This is an optimization exercise on Yosys and OpenROAD, whose aim is small area and few clock cycles, not a production implementation. In this exercise RTL edits were held to simulation tests only and were not proved equivalent to the original. Power is estimated from default activity; no workload was simulated.

// spieeprom
module spieeprom (
    input  wire         clk,
    input  wire         rst,           
    input  wire         cmd_valid,
    input  wire [31:0]  cmd_word,      
    input  wire [4:0]   cmd_len,       
    input  wire [127:0] cmd_wdata,     
    output wire [7:0]   seq_status,    
    output reg  [7:0]   sr_last,
    output reg  [127:0] rdata,         
    output wire         cs_n,
    output wire         xfer_valid,
    output reg  [7:0]   xfer_tx,
    input  wire         xfer_ready,
    input  wire [7:0]   xfer_rx,
    input  wire         xfer_err
);
For scale: roughly 190 flip-flops, about 330 I/O pins.
==> flow/config.mk <==
export PLATFORM = sky130hd
export DESIGN_NAME = spieeprom
export DESIGN_NICKNAME = spieeprom
export VERILOG_FILES = /design/flow/design.v
export SDC_FILE = /design/flow/constraint.sdc
export NUM_CORES = 4
export LEC_CHECK = 0
export ABC_AREA = 1
export CAP_MARGIN = 20
export CORE_MARGIN = 2
export CORE_UTILIZATION = 60
export PLACE_DENSITY = 0.75
export SLEW_MARGIN = 20
==> flow/constraint.sdc <==
create_clock -name core_clock -period 10.0 [get_ports {clk}]
set_input_delay 2.0000 -clock core_clock [delete_from_list [all_inputs] [get_ports {clk}]]
set_output_delay 2.0000 -clock core_clock [all_outputs]
set_load 0.01 [all_outputs]
standard.sh (not shown) runs the stock make flow with config.mk's settings and CLKGATE_MAP_FILE= SYNTH_SCRIPT=/design/flow/synth_recipe.tcl, a recipe that flattens the netlist after the stock synthesis.
==> flow/flow/run.sh <==
#!/bin/bash
# Standard synthesis and layout with two changes: buffer_ports puts the
# smallest buffer on every input and output port, and the clock tree is built
# from clkbuf_8 cells without dummy loads.
set -euo pipefail
bash standard.sh synth > synth.log 2>&1
bash standard.sh 'BUFFER_PORTS_ARGS=-buffer_cell sky130_fd_sc_hd__buf_1' \
  'CTS_ARGS=-sink_clustering_enable -repair_clock_nets -dont_use_dummy_load -buf_list sky130_fd_sc_hd__clkbuf_8' \
  finish > layout.log 2>&1
The baseline finished clean.
Testbench counts at the start, summed over its fixed seeds: cycles 138,859.
Change:
==> flow/flow/run.sh (replaced) <==
#!/bin/bash
# Standard layout with three changes:
# - synthesis: the standard synthesis script, with an area-oriented abc
#   script for the technology mapping (flow/my_synth.tcl, flow/abc_area.abc);
# - buffer_ports puts the smallest buffer on every input and output port;
# - the clock tree is built from clkbuf_8 cells without dummy loads.
set -euo pipefail
here=$(pwd)
export MY_ABC_SCRIPT=$here/flow/abc_area.abc
export FLOW_SYNTH_TCL=$here/synth_recipe.tcl
bash standard.sh SYNTH_SCRIPT=$here/flow/my_synth.tcl synth > synth.log 2>&1
bash standard.sh SYNTH_SCRIPT=$here/flow/my_synth.tcl \
  'BUFFER_PORTS_ARGS=-buffer_cell sky130_fd_sc_hd__buf_1' \
  'CTS_ARGS=-sink_clustering_enable -repair_clock_nets -dont_use_dummy_load -buf_list sky130_fd_sc_hd__clkbuf_8' \
  finish > layout.log 2>&1
==> flow/flow/abc_area.abc (new file) <==
strash
&get -n
&deepsyn -T 120
&put
dch -f
amap
==> flow/flow/my_synth.tcl (new file) <==
# The standard synthesis (synth_recipe.tcl) with one change: the final
# abc technology mapping runs an area-oriented abc script (abc_area.abc)
# instead of ORFS's. Registers are mapped before abc (dfflibmap), so they are
# the standard synthesis's.
proc abc {args} {
  set i [lsearch -exact $args -script]
  if { $i >= 0 } {
    set args [lreplace $args $i [expr {$i + 1}] -script $::env(MY_ABC_SCRIPT)]
  }
  puts "abc with area script: $args"
  yosys abc {*}$args
}
source $::env(FLOW_SYNTH_TCL)
--- a/flow/config.mk
+++ b/flow/config.mk
@@ -6,5 +6,4 @@
 export NUM_CORES = 4
 export LEC_CHECK = 0
-export ABC_AREA = 1
 export CAP_MARGIN = 20
 export CORE_MARGIN = 2
Outcome:
- setup slack is worse by 0.36 ns
- fmax drops by a few percent
- global-route usage went up by 1.3 points
- combinational power is lower by a few percent
- total power falls slightly
- non-clock buffer count increases by 4
- sequential share of layout area grows by 3.5 points
Change:
--- a/flow/flow/run.sh
+++ b/flow/flow/run.sh
@@ -4,5 +4,5 @@
 #   script for the technology mapping (flow/my_synth.tcl, flow/abc_area.abc);
 # - buffer_ports puts the smallest buffer on every input and output port;
-# - the clock tree is built from clkbuf_8 cells without dummy loads.
+# - the clock tree is built from clkbuf_8 cells, in clusters of up to 30 sinks, without dummy loads.
 set -euo pipefail
 here=$(pwd)
@@ -12,4 +12,4 @@
 bash standard.sh SYNTH_SCRIPT=$here/flow/my_synth.tcl \
   'BUFFER_PORTS_ARGS=-buffer_cell sky130_fd_sc_hd__buf_1' \
-  'CTS_ARGS=-sink_clustering_enable -repair_clock_nets -dont_use_dummy_load -buf_list sky130_fd_sc_hd__clkbuf_8' \
+  'CTS_ARGS=-sink_clustering_enable -repair_clock_nets -dont_use_dummy_load -buf_list sky130_fd_sc_hd__clkbuf_8 -sink_clustering_size 30' \
   finish > layout.log 2>&1
Total power is unchanged.
Routed wire length does not change.
Cell area is unchanged.
Register-to-register slack is about the same.
Clock skew does not change.
Combinational power is about the same.
Core utilization is unchanged.
Global-route usage stays the same.
Via count does not change.

## static timing again, ports no longer ideal
The flow's constraints put no driver on any port. The routed layouts listed below were extracted and timed again, unchanged, in two steps.
Step 1, drivers: a clkbuf_16 drives clk and a buf_2 each remaining input, both assumed.
Step 2, shift: input delay + t, output delay - t, t = (earliest + latest rising clock arrival at the registers) / 2. This alone moves slack from input paths to output paths.
Slacks: ideal / step 1 / step 2; pairs: ideal / step 1.
run | t, ns | slack for setup (ns) | worst setup path after step 2 | clock arrival spread, ns
the first run | 0.496 | 4.976 / 4.990 / 4.494 | input to register | 0.033 / 0.033
the second run | 0.488 | 4.621 / 4.633 / 4.145 | input to register | 0.035 / 0.035
the third run | 0.488 | 4.621 / 4.633 / 4.145 | input to register | 0.035 / 0.035
After both steps every run listed still meets setup and hold. The setup slack of the first run, which loses most, moves by +0.014 ns with the drivers and by -0.482 ns with both steps.
